This is an optimization exercise on Yosys and OpenROAD, whose aim is small area, a short achievable clock period and few clock cycles per item, not a production implementation. Only simulation tests tie the RTL to the original design; equivalence was not proved. Power is estimated from default activity; no workload was simulated.

==> flow/design.v (excerpt) <==
module sym_engine (
    input  wire        clk,
    input  wire        rst,
    input  wire        cmd_valid,
    output wire        cmd_ready,
    input  wire [63:0] cmd_word,
    output wire        rsp_valid,
    input  wire        rsp_ready,
    output wire [63:0] rsp_word
);
Size in the first run: about 670 cells after synthesis, roughly 48 flip-flops, ~130 I/O pins, about 5100 sq um of cells after synthesis.
export LEC_CHECK = 0
export CAP_MARGIN = 20
export CORE_MARGIN = 2
export CORE_UTILIZATION = 75
export CTS_BUF_LIST = sky130_fd_sc_hd__clkbuf_8
export SETUP_SLACK_MARGIN = 5
export SLEW_MARGIN = 20
create_clock -name core_clock -period 9.0 [get_ports {clk}]
standard.sh (not shown) runs the stock make flow with config.mk's settings and CLKGATE_MAP_FILE= SYNTH_SCRIPT=/design/flow/synth_recipe.tcl, a recipe that flattens the netlist after the stock synthesis.
==> flow/flow/run.sh <==
#!/bin/bash
# The standard layout, with plain buffers (sky130_fd_sc_hd__buf_1) on the ports instead of
# the default delay-cell buffers. Each tool's output is in standard.log.
set -euo pipefail
cd "$(dirname "$0")/.."
export BUFFER_PORTS_ARGS="-buffer_cell sky130_fd_sc_hd__buf_1"
bash standard.sh finish > standard.log 2>&1
Testbench counts at the start, summed over its fixed seeds: cycles 6,396, items 3,200.
Next try:
- CORE_UTILIZATION: 75 -> 60
Cell count went up by about 3.7%.
Routed wire length drops by about 2%.
Clock skew hardly moves.
Worst setup slack is better by 0.017 ns.
Die area grows by about 24%.
Non-clock buffer count increases by 5.
Register-to-register slack is better by 0.21 ns.
Synthesized area is unchanged.

* * *

The RTL this note starts from:
==> flow/design.v <==
module sym_engine (
    input  wire        clk,
    input  wire        rst,
    input  wire        cmd_valid,
    output wire        cmd_ready,
    input  wire [63:0] cmd_word,
    output wire        rsp_valid,
    input  wire        rsp_ready,
    output wire [63:0] rsp_word
);
  localparam [7:0] OP_SETDIM  = 8'h10;
  localparam [7:0] OP_SETMODE = 8'h11;
  localparam [7:0] OP_MAP     = 8'h12;
  reg [8:0] dim_w;    
  reg [8:0] dim_h;    
  reg [2:0] mode;     
  reg       o_valid;
  reg       o_res;    
  reg       o_last;   
  reg       o_mop;    
  reg       o_err;
  reg [7:0] o_px, o_py;   
  reg [3:0] o_rm;     
  reg [1:0] o_j;
  assign cmd_ready = !o_valid || (rsp_ready && o_last);
  wire accept = cmd_valid && cmd_ready;
  wire take   = o_valid && rsp_ready;
  wire [7:0] op  = cmd_word[63:56];
  wire       rsv = cmd_word[55:32] != 24'd0;
  wire [15:0] xs = cmd_word[15:0];
  wire [15:0] ys = cmd_word[31:16];
  wire is_dim  = op == OP_SETDIM && !rsv;
  wire is_mode = op == OP_SETMODE && !rsv && cmd_word[31:3] == 29'd0 &&
                 cmd_word[2:0] != 3'd7;
  wire is_map  = op == OP_MAP && !rsv;
  function [8:0] clamp_dim;
    input [15:0] v;
    begin
      if (v[15] || v == 16'd0)                      clamp_dim = 9'd1;
      else if (v[14:9] != 6'd0 || (v[8] && v[7:0] != 8'd0)) clamp_dim = 9'd256;
      else                                          clamp_dim = v[8:0];
    end
  endfunction
  function sum1_eq;
    input [7:0] a;
    input [7:0] b;
    input [8:0] c;
    reg [8:0] cin;    
    reg [8:0] cout;   
    integer k;
    begin
      for (k = 0; k < 8; k = k + 1) begin
        cin[k]  = a[k] ^ b[k] ^ c[k];
        cout[k] = (a[k] & b[k]) | ((a[k] ^ b[k]) & ~c[k]);
      end
      cin[8] = c[8];
      cout[8] = 1'b0;
      sum1_eq = cin[0] && (cin[8:1] == cout[7:0]);
    end
  endfunction
  function lt8;
    input [7:0] a;
    input [7:0] b;
    integer k;
    begin
      lt8 = 1'b0;
      for (k = 0; k < 8; k = k + 1)
        lt8 = (a[k] ^ b[k]) ? b[k] : lt8;
    end
  endfunction
  wire [7:0] x  = xs[7:0];
  wire [7:0] y  = ys[7:0];
  wire       xz = xs[15:8] == 8'd0;
  wire       yz = ys[15:8] == 8'd0;
  wire in0 = xz && yz && (dim_w[8] || lt8(x, dim_w[7:0])) &&
                         (dim_h[8] || lt8(y, dim_h[7:0]));
  wire in1 = xz && yz && (dim_w[8] || lt8(y, dim_w[7:0])) &&
                         (dim_h[8] || lt8(x, dim_h[7:0]));
  wire cx  = dim_w[0] && dim_w[8:1] == {1'b0, x};    
  wire cy  = dim_h[0] && dim_h[8:1] == {1'b0, y};    
  wire dg  = x == y;                                 
  wire ad  = dim_w == dim_h && sum1_eq(x, y, dim_w);
  reg [3:0] mask;
  always @(*) begin
    case (mode)
      3'd1:    mask = {2'b00, in0 && !cx, in0};
      3'd2:    mask = {1'b0, in0 && !cy, 1'b0, in0};
      3'd3:    mask = {in0 && !cx && !cy, in0 && !cy, in0 && !cx, in0};
      3'd4:    mask = {in0 && !(cx && cy), 2'b00, in0};
      3'd5:    mask = {in1 && !dg, 2'b00, in0};
      3'd6:    mask = {in1 && !ad, 2'b00, in0};
      default: mask = {3'b000, in0};
    endcase
  end
  function [3:0] drop1;    
    input [3:0] m;
    begin
      drop1 = {m[3] & (m[2] | m[1] | m[0]), m[2] & (m[1] | m[0]), m[1] & m[0], 1'b0};
    end
  endfunction
  function [1:0] lowest;   
    input [3:0] m;
    begin
      lowest = {!m[0] && !m[1], !m[0] && (m[1] || !m[2])};
    end
  endfunction
  wire [3:0] rs   = o_res ? o_rm : drop1(o_rm);      
  wire [1:0] prev = o_res ? 2'd0 : lowest(o_rm);
  wire [1:0] tgt  = lowest(rs);
  wire       fx   = prev[0] ^ tgt[0];
  wire       fy   = prev[1] ^ tgt[1];
  wire       rs_one = rs != 4'd0 && drop1(rs) == 4'd0;
  wire m5 = mode == 3'd5;
  wire m6 = mode == 3'd6;
  wire [8:0] sb = dim_w + {1'b0, ~(m6 ? o_py : o_px)};    
  wire [8:0] sd = dim_h + {1'b0, ~(m6 ? o_px : o_py)};    
  wire [7:0] nx = m5 ? o_py : sb[7:0];
  wire [7:0] ny = m5 ? o_px : sd[7:0];
  always @(posedge clk) begin
    if (rst) begin
      o_valid <= 1'b0;
      dim_w   <= 9'd1;
      dim_h   <= 9'd1;
      mode    <= 3'd0;
    end else if (accept) begin
      o_valid <= 1'b1;
      if (is_dim) begin
        dim_w <= clamp_dim(xs);
        dim_h <= clamp_dim(ys);
      end
      if (is_mode) mode <= cmd_word[2:0];
    end else if (take && o_last) begin
      o_valid <= 1'b0;
    end
  end
  always @(posedge clk) begin
    if (accept) begin
      o_res  <= 1'b1;
      o_last <= !(is_map && mask != 4'd0);
      o_mop  <= op == OP_MAP;
      o_err  <= !(is_dim || is_mode || is_map);
      o_px   <= x;
      o_py   <= op == OP_MAP ? y : op;
      o_rm   <= mask;
      o_j    <= 2'd0;
    end else if (take) begin
      o_res  <= 1'b0;
      o_last <= rs_one;
      o_rm   <= rs;
      if (!o_res) o_j <= o_j + 2'd1;
      if (fx) o_px <= nx;
      if (fy) o_py <= ny;
    end
  end
  wire [2:0] n = {o_rm[3] & o_rm[1],
                  o_rm[0] & (o_rm[1] | o_rm[2] | o_rm[3]) & !(o_rm[1] & o_rm[3]),
                  (o_rm[0] & !(o_rm[1] | o_rm[2] | o_rm[3])) | (o_rm[3] & !o_rm[0])};
  wire o_dim  = !o_err && !o_mop && !o_py[0];
  wire o_mode = !o_err && !o_mop && o_py[0];
  wire o_map  = !o_err && o_mop;
  wire [8:0] pay_lo = (o_dim ? dim_w : 9'd0) |
                      (o_mode ? {6'd0, o_px[2:0]} : 9'd0) |
                      (o_map ? {6'd0, n} : 9'd0);
  wire [8:0] pay_hi = o_dim ? dim_h : 9'd0;
  assign rsp_valid = o_valid;
  assign rsp_word = o_res ?
      {o_mop ? OP_MAP : o_py, 3'd0, o_err, 4'd0, 23'd0, pay_hi, 7'd0, pay_lo} :
      {OP_MAP, 4'd0, 4'd1, 28'd0, o_last, 1'b0, o_j, o_py, o_px};
endmodule
==> flow/config.mk <==
export PLATFORM = sky130hd
export DESIGN_NAME = sym_engine
export DESIGN_NICKNAME = sym_engine
export VERILOG_FILES = /design/flow/design.v
export SDC_FILE = /design/flow/constraint.sdc
export NUM_CORES = 4
export LEC_CHECK = 0
export CAP_MARGIN = 20
export CORE_MARGIN = 2
export CORE_UTILIZATION = 60
export CTS_BUF_LIST = sky130_fd_sc_hd__clkbuf_8
export CTS_CLUSTER_DIAMETER = 200
export CTS_CLUSTER_SIZE = 50
export SETUP_SLACK_MARGIN = 5
export SLEW_MARGIN = 20
==> flow/constraint.sdc <==
create_clock -name core_clock -period 9.0 [get_ports {clk}]
set_input_delay 1.8000 -clock core_clock [delete_from_list [all_inputs] [get_ports {clk}]]
set_output_delay 1.8000 -clock core_clock [all_outputs]
set_load 0.01 [all_outputs]
Scripts as last shown in full above: flow/flow/run.sh
The first run passed the timing, design-rule and antenna checks.
Testbench counts at the start, summed over its fixed seeds: cycles 6,396, items 3,200.
Edit:
==> flow/flow/run.sh (replaced) <==
#!/bin/bash
# The standard layout, with plain buffers (sky130_fd_sc_hd__buf_2) on the ports instead of
# the default delay-cell buffers. Each tool's output is in standard.log.
set -euo pipefail
cd "$(dirname "$0")/.."
export BUFFER_PORTS_ARGS="-buffer_cell sky130_fd_sc_hd__buf_2"
bash standard.sh finish > standard.log 2>&1
- CORE_UTILIZATION: 60 -> 40
- CTS_CLUSTER_DIAMETER: 200 -> not set
- CTS_CLUSTER_SIZE: 50 -> not set
Outcome:
- The changed run completed without violations
- sequential share of layout area went down by 0.68 points
- synthesized area is unchanged
- wire length increases by a few percent
- die area came out higher by well over a third
- final area came out higher by a few percent
- utilization is lower by 20 points
- worst setup slack improved by 15 ps
- final cell count grows by a little under a tenth
- total power drops by a little under a tenth
- non-clock buffer count goes up by 2
- via count stays flat

* * *

Setup of run 1:
Starts from the design.v that is shown in full above.
clock: 9.0 ns
lec_check: 0
cap_margin: 20
core_margin: 2
core_utilization: 60
cts_buf_list: sky130_fd_sc_hd__clkbuf_8
gpl_timing_driven: 0
setup_slack_margin: 5
slew_margin: 20
==> flow/flow/run.sh <==
#!/bin/bash
# The standard layout, with plain buffers (sky130_fd_sc_hd__buf_1) on the ports instead of
# the default delay-cell buffers. Each tool's output is in standard.log.
set -euo pipefail
cd "$(dirname "$0")/.."
export BUFFER_PORTS_ARGS="-buffer_cell sky130_fd_sc_hd__buf_1"
bash standard.sh finish > standard.log 2>&1
Testbench counts of run 1, summed over its fixed seeds: cycles 6,396, items 3,200.
For run 2, these inputs were changed with respect to run 1:
- CORE_UTILIZATION now 40, was 60
- GPL_TIMING_DRIVEN no longer set, was 0
[summary]
Peak per-stage delay on the critical path, run 1 and run 2: smaller value in run 2. Clock power of run 1 is on par with run 2. Buffering stage count on the worst path with inverters included came out exactly the same in run 1 and run 2.
## Diff of input files: run 3 against run 2
- changing CORE_UTILIZATION from 40 to 60
==> results.txt <==
Run 3 | status: complete | timing, DRC, antenna: pass
Compared with run 2, run 3 shows a total number of tap cells that is 38% lower.
The max-slew headroom at the worst pin of run 3 exceeds that of run 2 by 15 points.
From run 2 to run 3 the numbers moved as follows: cell depth of the worst hold path now sits higher; placeable core region now sits lower; number of gates resized after cts now sits at about the same level.
The higher maximum VDD drop of run 3 and run 2 is in run 3.
Looking at clock network fraction of total power across run 3 and run 2, the one that comes out lower is run 3.
Per the comparison of run 3 with run 2, combined global-route utilization of all metal layers shows an increase of 10 points, cell area shows a reduction of about 1.5%, time the final worst path needs with I/O delays and setup shows a reduction of 0.0052 ns.
Overall power consumption, run 3 and run 2, higher one = run 2.
The inputs of run 4 differ from those of run 3 as listed below.
- CTS_BUF_LIST no longer set, was sky130_fd_sc_hd__clkbuf_8
- CORE_UTILIZATION now 40, was 60
==> flow/flow/run.sh <==
#!/bin/bash
# The standard layout, with plain buffers (sky130_fd_sc_hd__buf_2) on the ports instead of
# the default delay-cell buffers. Each tool's output is in standard.log.
set -euo pipefail
cd "$(dirname "$0")/.."
export BUFFER_PORTS_ARGS="-buffer_cell sky130_fd_sc_hd__buf_2"
bash standard.sh finish > standard.log 2>&1
==> comparison <==
For run 4, the most frequent standard cell in the layout excluding fill and tap cells was sky130_fd_sc_hd__buf_2, unlike run 3, where it was sky130_fd_sc_hd__buf_1.
In the reports for run 3 and run 4, the smaller peak supply drop belongs to run 4.
Area: run 4 vs run 3 -> run 4 larger
Taking run 3 as the reference, in run 4 setup slack of the critical path after layout grew by 0.015 ns, clock network fraction of total power shrank by 0.8 points.

## what the ideal ports hide
The flow's constraints put no driver on any port. The routed layouts listed below were extracted and timed again, unchanged, in two steps. Step 1 (the two cells are an assumption about what drives the block):
set clk [get_ports {clk}]
set_driving_cell -lib_cell sky130_fd_sc_hd__clkbuf_16 $clk
set_driving_cell -lib_cell sky130_fd_sc_hd__buf_2 [delete_from_list [all_inputs] $clk]
Step 2 adds t to the input delays and takes it off the output delays; t is the mean of the earliest and latest rising clock arrival at the registers after step 1. Input paths then give back, and output paths get back, about the clock's delay inside the block. Slacks: ideal ports / drivers / drivers and shift; pairs: ideal ports / drivers.
run	shift t [ns]	setup slack, ns	worst setup path after step 2
the first run of note 1	0.344	4.693 / 4.688 / 4.344	input to register
the second run of note 1	0.344	4.710 / 4.725 / 4.382	input to register
the first run of note 2	0.339	4.978 / 4.944 / 4.932	input to register
the second run of note 2	0.349	4.992 / 4.958 / 4.947	input to register
run 1	0.346	4.961 / 4.940 / 4.798	input to register
run 2	0.348	4.972 / 4.940 / 4.836	input to register
run 3	0.339	4.978 / 4.944 / 4.932	input to register
run 4	0.332	4.992 / 4.958 / 4.944	input to register
After both steps every run listed still meets setup and hold. For the first run of note 1, which loses most, drivers alone change the setup slack by -0.005 ns; drivers and shift together by -0.349 ns.
